Source: an optimization exercise on an open RTL-to-GDS flow (aim: small area, a short achievable clock period and few clock cycles per item). Production flows keep margins and buffers that such runs may drop.
RTL that was checked went through simulation tests only; none was proved equivalent to the original.

==> run B <==
==> flow/design.v <==
module kzg_chal (
    input  wire         clk,
    input  wire         rst,
    input  wire         in_valid,
    output wire         in_ready,
    input  wire [31:0]  in_data,
    output wire         out_valid,
    input  wire         out_ready,
    output reg          out_err,
    output reg  [11:0]  out_index,
    output wire [255:0] out_z
);
    localparam [255:0] R_MOD =
        256'h73eda753299d7d483339d80809a1d80553bda402fffe5bfeffffffff00000001;
    localparam [255:0] IV =
        256'h6a09e667bb67ae853c6ef372a54ff53a510e527f9b05688c1f83d9ab5be0cd19;
    localparam [31:0] LEN_BITS = 32'd1049216;  
    localparam [1:0] S_RUN = 2'd0, S_RED = 2'd1, S_OUT = 2'd2;
    reg  [1:0]  st;
    reg  [6:0]  c;           
    reg  [15:0] wcnt;        
    reg  [31:0] a, b, cc, d, e, f, g, h, p;
    reg  [31:0] w [0:15];    
    reg  [31:0] hs0, hs1, hs2, hs3, hs4, hs5, hs6, hs7;
    reg         chk;         
    reg         eq_run;
    reg  [1:0]  pass;        
    reg  [2:0]  rc;          
    reg         bor;
    reg         ge;
    reg         f_rnd, f_last, f_ff, f_cpy, f_slot;
    reg         host, done;
    reg         first;       
    integer     i;
    wire take = (st == S_OUT) && out_ready;
    wire init = rst || take;
    wire run  = (st == S_RUN);
    wire slot   = run && !done && f_slot;
    wire pre    = (wcnt[15:3] == 13'd0);          
    assign in_ready = slot && host;
    wire adv = run && !(slot && host && !in_valid);
    reg [31:0] prefix_word;
    always @(*) begin
        case (wcnt[2:0])
            3'd0: prefix_word = 32'h4653424c;
            3'd1: prefix_word = 32'h4f425645;
            3'd2: prefix_word = 32'h52494659;
            3'd3: prefix_word = 32'h5f56315f;
            3'd7: prefix_word = 32'h00001000;
            default: prefix_word = 32'h00000000;
        endcase
    end
    wire [31:0] pad_word = (wcnt[4:0] == 5'd20) ? 32'h80000000 :
                           (wcnt[4:0] == 5'd31) ? LEN_BITS : 32'h0;
    wire [31:0] load_word = host ? in_data : pre ? prefix_word : pad_word;
    reg  [31:0] k_t;
    reg  [31:0] k_nx;
    wire [5:0]  k_idx = (c == 7'd66) ? 6'd0 : c[5:0] + 6'd1;
    always @(*) begin
        case (k_idx)
            6'd0:  k_nx = 32'h428a2f98; 6'd1:  k_nx = 32'h71374491;
            6'd2:  k_nx = 32'hb5c0fbcf; 6'd3:  k_nx = 32'he9b5dba5;
            6'd4:  k_nx = 32'h3956c25b; 6'd5:  k_nx = 32'h59f111f1;
            6'd6:  k_nx = 32'h923f82a4; 6'd7:  k_nx = 32'hab1c5ed5;
            6'd8:  k_nx = 32'hd807aa98; 6'd9:  k_nx = 32'h12835b01;
            6'd10: k_nx = 32'h243185be; 6'd11: k_nx = 32'h550c7dc3;
            6'd12: k_nx = 32'h72be5d74; 6'd13: k_nx = 32'h80deb1fe;
            6'd14: k_nx = 32'h9bdc06a7; 6'd15: k_nx = 32'hc19bf174;
            6'd16: k_nx = 32'he49b69c1; 6'd17: k_nx = 32'hefbe4786;
            6'd18: k_nx = 32'h0fc19dc6; 6'd19: k_nx = 32'h240ca1cc;
            6'd20: k_nx = 32'h2de92c6f; 6'd21: k_nx = 32'h4a7484aa;
            6'd22: k_nx = 32'h5cb0a9dc; 6'd23: k_nx = 32'h76f988da;
            6'd24: k_nx = 32'h983e5152; 6'd25: k_nx = 32'ha831c66d;
            6'd26: k_nx = 32'hb00327c8; 6'd27: k_nx = 32'hbf597fc7;
            6'd28: k_nx = 32'hc6e00bf3; 6'd29: k_nx = 32'hd5a79147;
            6'd30: k_nx = 32'h06ca6351; 6'd31: k_nx = 32'h14292967;
            6'd32: k_nx = 32'h27b70a85; 6'd33: k_nx = 32'h2e1b2138;
            6'd34: k_nx = 32'h4d2c6dfc; 6'd35: k_nx = 32'h53380d13;
            6'd36: k_nx = 32'h650a7354; 6'd37: k_nx = 32'h766a0abb;
            6'd38: k_nx = 32'h81c2c92e; 6'd39: k_nx = 32'h92722c85;
            6'd40: k_nx = 32'ha2bfe8a1; 6'd41: k_nx = 32'ha81a664b;
            6'd42: k_nx = 32'hc24b8b70; 6'd43: k_nx = 32'hc76c51a3;
            6'd44: k_nx = 32'hd192e819; 6'd45: k_nx = 32'hd6990624;
            6'd46: k_nx = 32'hf40e3585; 6'd47: k_nx = 32'h106aa070;
            6'd48: k_nx = 32'h19a4c116; 6'd49: k_nx = 32'h1e376c08;
            6'd50: k_nx = 32'h2748774c; 6'd51: k_nx = 32'h34b0bcb5;
            6'd52: k_nx = 32'h391c0cb3; 6'd53: k_nx = 32'h4ed8aa4a;
            6'd54: k_nx = 32'h5b9cca4f; 6'd55: k_nx = 32'h682e6ff3;
            6'd56: k_nx = 32'h748f82ee; 6'd57: k_nx = 32'h78a5636f;
            6'd58: k_nx = 32'h84c87814; 6'd59: k_nx = 32'h8cc70208;
            6'd60: k_nx = 32'h90befffa; 6'd61: k_nx = 32'ha4506ceb;
            6'd62: k_nx = 32'hbef9a3f7; default: k_nx = 32'hc67178f2;
        endcase
    end
    function [32:0] add_sk;      
        input [31:0] x, y;
        input        cin;
        reg   [31:0] gg, pp;
        integer l, i, j;
        begin
            gg = x & y;
            pp = x ^ y;
            gg[0] = gg[0] | (pp[0] & cin);
            for (l = 0; l < 5; l = l + 1)
                for (i = 0; i < 32; i = i + 1)
                    if (((i >> l) & 1) == 1) begin
                        j = ((i >> l) << l) - 1;
                        gg[i] = gg[i] | (pp[i] & gg[j]);
                        pp[i] = pp[i] & pp[j];
                    end
            add_sk = {gg[31], (x ^ y) ^ {gg[30:0], cin}};
        end
    endfunction
    function [32:0] add_bk;      
        input [31:0] x, y;
        input        cin;
        reg   [31:0] gg, pp;
        integer l, i;
        begin
            gg = x & y;
            pp = x ^ y;
            gg[0] = gg[0] | (pp[0] & cin);
            for (l = 0; l < 5; l = l + 1)
                for (i = 0; i < 32; i = i + 1)
                    if (((i + 1) % (2 << l)) == 0) begin
                        gg[i] = gg[i] | (pp[i] & gg[i - (1 << l)]);
                        pp[i] = pp[i] & pp[i - (1 << l)];
                    end
            for (l = 3; l >= 0; l = l - 1)
                for (i = 0; i < 32; i = i + 1)
                    if (((i + 1) % (2 << l)) == (1 << l) && (i + 1) > (1 << l)) begin
                        gg[i] = gg[i] | (pp[i] & gg[i - (1 << l)]);
                        pp[i] = pp[i] & pp[i - (1 << l)];
                    end
            add_bk = {gg[31], (x ^ y) ^ {gg[30:0], cin}};
        end
    endfunction
    wire rnd  = f_rnd;
    wire last = f_last;
    wire ff   = f_ff;
    wire [31:0] bsig0 = {a[1:0], a[31:2]} ^ {a[12:0], a[31:13]} ^ {a[21:0], a[31:22]};
    wire [31:0] bsig1 = {e[5:0], e[31:6]} ^ {e[10:0], e[31:11]} ^ {e[24:0], e[31:25]};
    wire [31:0] ch    = (e & f) ^ (~e & g);
    wire [31:0] maj   = (a & b) ^ (a & cc) ^ (b & cc);
    wire [31:0] h0g   = last ? hs0 : 32'd0;
    wire [31:0] h4g   = last ? hs4 : 32'd0;
    wire [31:0] xs  = p ^ ch ^ bsig1;
    wire [31:0] xc  = {(p[30:0] & ch[30:0]) | (p[30:0] & bsig1[30:0]) | (ch[30:0] & bsig1[30:0]), 1'b0};
    wire [31:0] ys  = bsig0 ^ maj ^ h0g;
    wire [31:0] yc  = {(bsig0[30:0] & maj[30:0]) | (bsig0[30:0] & h0g[30:0]) | (maj[30:0] & h0g[30:0]), 1'b0};
    wire [31:0] s3  = xs ^ xc ^ ys;
    wire [31:0] c3  = {(xs[30:0] & xc[30:0]) | (xs[30:0] & ys[30:0]) | (xc[30:0] & ys[30:0]), 1'b0};
    wire [31:0] s4  = s3 ^ c3 ^ yc;
    wire [31:0] c4  = {(s3[30:0] & c3[30:0]) | (s3[30:0] & yc[30:0]) | (c3[30:0] & yc[30:0]), 1'b0};
    wire [32:0] a_add = add_sk(s4, c4, 1'b0);
    wire [31:0] a_new = a_add[31:0];
    wire [31:0] s6  = d ^ h4g ^ xs;
    wire [31:0] c6  = {(d[30:0] & h4g[30:0]) | (d[30:0] & xs[30:0]) | (h4g[30:0] & xs[30:0]), 1'b0};
    wire [31:0] s7  = s6 ^ c6 ^ xc;
    wire [31:0] c7  = {(s6[30:0] & c6[30:0]) | (s6[30:0] & xc[30:0]) | (c6[30:0] & xc[30:0]), 1'b0};
    wire [32:0] e_add = add_sk(s7, c7, 1'b0);
    wire [31:0] e_new = e_add[31:0];
    wire [31:0] s8 = g ^ k_t ^ w[15];
    wire [31:0] c8 = {(g[30:0] & k_t[30:0]) | (g[30:0] & w[15][30:0]) | (k_t[30:0] & w[15][30:0]), 1'b0};
    wire [32:0] p_add = add_bk(s8, c8, 1'b0);
    wire [31:0] p_new = p_add[31:0];
    reg  [31:0] iv_a, iv_e;
    always @(*) begin
        case (c[1:0])
            2'd1:    begin iv_a = IV[159:128]; iv_e = IV[31:0];  end  
            2'd2:    begin iv_a = IV[191:160]; iv_e = IV[63:32]; end  
            default: begin iv_a = IV[223:192]; iv_e = IV[95:64]; end  
        endcase
    end
    wire [31:0] a_op1 = first ? iv_a : hs3;
    wire [31:0] a_op2 = first ? 32'd0 : d;
    wire [32:0] a_ff  = add_sk(a_op1, a_op2, 1'b0);
    wire [31:0] sum_a = a_ff[31:0];
    wire [31:0] ssig0 = {w[1][6:0], w[1][31:7]} ^ {w[1][17:0], w[1][31:18]} ^ (w[1] >> 3);
    wire [31:0] ssig1 = {w[14][16:0], w[14][31:17]} ^ {w[14][18:0], w[14][31:19]} ^ (w[14] >> 10);
    wire [31:0] s9  = w[0] ^ w[9] ^ ssig0;
    wire [31:0] c9  = {(w[0][30:0] & w[9][30:0]) | (w[0][30:0] & ssig0[30:0]) | (w[9][30:0] & ssig0[30:0]), 1'b0};
    wire [31:0] s10 = s9 ^ c9 ^ ssig1;
    wire [31:0] c10 = {(s9[30:0] & c9[30:0]) | (s9[30:0] & ssig1[30:0]) | (c9[30:0] & ssig1[30:0]), 1'b0};
    wire [32:0] w_add  = add_sk(s10, c10, 1'b0);
    wire [31:0] w_next = w_add[31:0];
    reg [31:0] r_lo;         
    always @(*) begin
        case (rc)
            3'd0: r_lo = R_MOD[31:0];
            3'd1: r_lo = R_MOD[63:32];
            3'd2: r_lo = R_MOD[95:64];
            3'd3: r_lo = R_MOD[127:96];
            3'd4: r_lo = R_MOD[159:128];
            3'd5: r_lo = R_MOD[191:160];
            3'd6: r_lo = R_MOD[223:192];
            default: r_lo = R_MOD[255:224];
        endcase
    end
    wire        red      = (st == S_RED);
    wire        cmp_pass = !pass[0];
    wire [31:0] sub_op   = (cmp_pass || ge) ? r_lo : 32'd0;
    wire [31:0] e_op1    = first ? iv_e : hs7;
    wire [31:0] e_op     = red ? ~sub_op : first ? 32'd0 : h;
    wire        e_cin    = red && !bor;
    wire [32:0] e_sum    = add_sk(e_op1, e_op, e_cin);
    wire [31:0] sum_e    = e_sum[31:0];
    wire        red_bor  = !e_sum[32];
    wire [31:0] red_word = cmp_pass ? hs7 : sum_e;
    wire [15:0] wm9     = wcnt - 16'd9;    
    wire [2:0]  cpos    = wm9[2:0];
    reg  [31:0] r_word;
    always @(*) begin
        case (cpos)
            3'd0: r_word = R_MOD[255:224];
            3'd1: r_word = R_MOD[223:192];
            3'd2: r_word = R_MOD[191:160];
            3'd3: r_word = R_MOD[159:128];
            3'd4: r_word = R_MOD[127:96];
            3'd5: r_word = R_MOD[95:64];
            3'd6: r_word = R_MOD[63:32];
            default: r_word = R_MOD[31:0];
        endcase
    end
    wire eq_before = (cpos == 3'd0) ? 1'b1 : eq_run;
    wire word_gt   = w[15] > r_word;
    wire word_eq   = w[15] == r_word;
    wire elem_bad  = eq_before && (word_gt || (word_eq && cpos == 3'd7));
    wire blob_load = slot && host && in_valid && (wcnt < 16'd32776);
    assign out_valid = (st == S_OUT);
    assign out_z = {hs0, hs1, hs2, hs3, hs4, hs5, hs6, hs7};
    always @(posedge clk) begin
        if (init) begin
            st    <= S_RUN;
            c     <= 7'd65;
            wcnt  <= 16'd0;
            first <= 1'b1;
            f_rnd <= 1'b0; f_last <= 1'b0; f_ff <= 1'b1;
            f_cpy <= 1'b1; f_slot <= 1'b0;
            host  <= 1'b0; done <= 1'b0;
            a <= IV[255:224];
            e <= IV[127:96];
            pass <= 2'd0;
            rc   <= 3'd0;
            bor  <= 1'b0;
            ge   <= 1'b0;
        end else begin
            if (adv) begin
                c <= (c == 7'd66) ? 7'd0 : c + 7'd1;
                k_t <= k_nx;
                f_rnd  <= (c <= 7'd63);
                f_last <= (c == 7'd63);
                f_ff   <= (c >= 7'd64);
                f_cpy  <= (c == 7'd64);
                f_slot <= (c >= 7'd65) || (c <= 7'd13);
                if (slot) begin
                    wcnt <= wcnt + 16'd1;
                    host <= (wcnt >= 16'd7) && (wcnt < 16'd32787);
                    done <= (wcnt == 16'd32799);
                end
                if (rnd) begin
                    a <= a_new;
                    e <= e_new;
                end
                b  <= ff ? sum_a : a;
                cc <= b;
                d  <= cc;
                f  <= ff ? sum_e : e;
                g  <= f;
                h  <= g;
                p  <= p_new;
                for (i = 0; i < 15; i = i + 1)
                    w[i] <= w[i + 1];
                w[15] <= slot ? load_word : w_next;
                if (f_cpy) begin
                    hs0 <= a;
                    hs4 <= e;
                end
                if (ff) begin
                    hs1 <= sum_a; hs2 <= hs1; hs3 <= hs2;
                    hs5 <= sum_e; hs6 <= hs5; hs7 <= hs6;
                end
                if (c == 7'd0) begin
                    first <= 1'b0;
                    if (done)
                        st <= S_RED;
                end
            end
            if (st == S_RED) begin
                hs0 <= red_word;
                hs1 <= hs0; hs2 <= hs1; hs3 <= hs2; hs4 <= hs3;
                hs5 <= hs4; hs6 <= hs5; hs7 <= hs6;
                rc  <= rc + 3'd1;
                bor <= (rc == 3'd7) ? 1'b0 : red_bor;
                if (rc == 3'd7) begin
                    pass <= pass + 2'd1;
                    if (cmp_pass)
                        ge <= !red_bor;
                    if (pass == 2'd3)
                        st <= S_OUT;
                end
            end
        end
    end
    always @(posedge clk) begin
        if (init) begin
            chk     <= 1'b0;
            out_err <= 1'b0;
        end else begin
            chk <= blob_load;
            if (chk) begin
                eq_run <= eq_before && word_eq;
                if (elem_bad && !out_err) begin
                    out_err   <= 1'b1;
                    out_index <= wm9[14:3];
                end
            end
        end
    end
endmodule
==> flow/run.sh <==
#!/bin/bash
# synth_recipe.tcl (not shown) runs the flow's synth.tcl, then flattens the netlist and writes it again
# the make line also repeats each setting of config.mk as NAME=value (left out here)
make -C /OpenROAD-flow-scripts/flow DESIGN_CONFIG=/design/flow/config.mk WORK_HOME=/design/flow/orfs CLKGATE_MAP_FILE= SYNTH_SCRIPT=/design/flow/synth_recipe.tcl finish
==> flow/config.mk <==
export PLATFORM = sky130hd
export DESIGN_NAME = kzg_chal
export DESIGN_NICKNAME = kzg_chal
export VERILOG_FILES = /design/flow/design.v
export SDC_FILE = /design/flow/constraint.sdc
export NUM_CORES = 4
export LEC_CHECK = 0
export CAP_MARGIN = 20
export CORE_MARGIN = 2
export CORE_UTILIZATION = 55
export PLACE_DENSITY = 0.7
export SETUP_SLACK_MARGIN = 5
export SLEW_MARGIN = 20
==> flow/constraint.sdc <==
create_clock -name core_clock -period 10.0 [get_ports {clk}]
set_input_delay 2.0000 -clock core_clock [delete_from_list [all_inputs] [get_ports {clk}]]
set_output_delay 2.0000 -clock core_clock [all_outputs]
set_load 0.01 [all_outputs]
==> inputs of run F, as changes to run B <==
--- a/flow/design.v
+++ b/flow/design.v
@@ -30,7 +30,9 @@
     reg         ge;
-    reg         f_rnd, f_last, f_ff, f_cpy, f_slot;
+    reg         f_rnd, f_last, f_last_e, f_ff, f_cpy, f_slot;
     reg         host, done;
+    reg         rdy;         
+    reg         ov;          
     reg         first;       
     integer     i;
-    wire take = (st == S_OUT) && out_ready;
+    wire take = ov && out_ready;
     wire init = rst || take;
@@ -39,4 +41,9 @@
     wire pre    = (wcnt[15:3] == 13'd0);          
-    assign in_ready = slot && host;
-    wire adv = run && !(slot && host && !in_valid);
+    wire accept = slot && host;           
+    assign in_ready = rdy;                
+    wire adv = run && !(accept && !in_valid);
+    wire f_slot_n = adv ? ((c >= 7'd65) || (c <= 7'd13)) : f_slot;
+    wire host_n   = (slot && adv) ? ((wcnt >= 16'd7) && (wcnt < 16'd32787)) : host;
+    wire done_n   = (slot && adv) ? (wcnt == 16'd32799) : done;
+    wire run_n    = run && !(adv && c == 7'd0 && done);
     reg [31:0] prefix_word;
@@ -145,3 +152,3 @@
     wire [31:0] h0g   = last ? hs0 : 32'd0;
-    wire [31:0] h4g   = last ? hs4 : 32'd0;
+    wire [31:0] h4g   = f_last_e ? hs4 : 32'd0;
     wire [31:0] xs  = p ^ ch ^ bsig1;
@@ -229,3 +236,3 @@
     wire blob_load = slot && host && in_valid && (wcnt < 16'd32776);
-    assign out_valid = (st == S_OUT);
+    assign out_valid = ov;
     assign out_z = {hs0, hs1, hs2, hs3, hs4, hs5, hs6, hs7};
@@ -237,5 +244,6 @@
             first <= 1'b1;
-            f_rnd <= 1'b0; f_last <= 1'b0; f_ff <= 1'b1;
+            f_rnd <= 1'b0; f_last <= 1'b0; f_last_e <= 1'b0; f_ff <= 1'b1;
             f_cpy <= 1'b1; f_slot <= 1'b0;
             host  <= 1'b0; done <= 1'b0;
+            rdy   <= 1'b0; ov <= 1'b0;
             a <= IV[255:224];
@@ -247,2 +255,3 @@
         end else begin
+            rdy <= run_n && f_slot_n && host_n && !done_n;
             if (adv) begin
@@ -252,2 +261,3 @@
                 f_last <= (c == 7'd63);
+                f_last_e <= (c[5:0] == 6'd63) && !c[6];
                 f_ff   <= (c >= 7'd64);
@@ -298,4 +308,6 @@
                         ge <= !red_bor;
-                    if (pass == 2'd3)
+                    if (pass == 2'd3) begin
                         st <= S_OUT;
+                        ov <= 1'b1;
+                    end
                 end
Settings changed: CORE_UTILIZATION 55 to 75, CTS_BUF_LIST set to sky130_fd_sc_hd__clkbuf_16, CTS_CLUSTER_DIAMETER set to 60, CTS_CLUSTER_SIZE set to 25, PLACE_DENSITY 0.7 to 0.82.
==> comparison table <==
Setup Slack @ Placement: run B 4.233 ns; run F 3.824 ns
Gp weighted congestion: run B 0.9846; run F 1.021
Syn nets: run B 5,611; run F 5,670
TritonCTS Sinks: run B 1,143; run F 1,146
Setup fix buffers added after clock tree synthesis: run B 21; run F 12
XOR/XNOR Fraction of Synth Area: run B 0.06070; run F 0.05763
Fraction of synthesized cell area taken by the top area cell type: run B 0.5102; run F 0.5072
Number of placement rows: run B 122; run F 104
Compound-Gate Fraction of Synth Area: run B 0.09597; run F 0.1014
Result of the run: run B complete, no violations; run F aborted with a tool error
Failing step: run B -; run F global routing (5_1_grt)
Syn Std Cell Area: run B 0.06104 sq mm; run F 0.06139 sq mm
Proportion of synthesized chip area in sequential cells: run B 0.5449; run F 0.5428
Instance area at placement: run B 0.06563 sq mm; run F 0.06542 sq mm
Adder-cell area share of the yosys netlist: run B 0.1556; run F 0.1547
Dpl hpwl: run B 132.5 mm; run F 148.1 mm
Clock buffers created by TritonCTS: run B 118; run F 80
Number of different library cells in the post-synthesis netlist: run B 76; run F 77
Gate Count Post-Synth: run B 5,014; run F 5,074
Chip Height: run B 337.1 um; run F 290.1 um
Testbench counts of run F, summed over its fixed seeds: cycles 1,648,632, items 12.
For run B, only the layout was checked, not whether the RTL still works.

==> re-timing with driven ports <==
How much do the figures lean on ideal ports? The routed layout below was timed once more, with nothing changed but the port constraints.
Step 1 assumes that a clkbuf_16 drives the clock port and a buf_2 every other input.
Step 2 times the ports against the registers' clock, not the clock port: input delays grow and output delays shrink by t, the midpoint of the rising clock arrivals with the driver on.
Three values: no drivers, after step 1, after step 2; two values: the first two.
run: run B
shift t [ns]: 0.798
slack for setup (ns): 4.795 / 4.795 / 4.419
latest minus earliest clock arrival (ns): 0.093 / 0.093
After both steps setup and hold are still met in run B. The setup slack of run B moves by 0.000 ns with the drivers and by -0.376 ns with both steps.
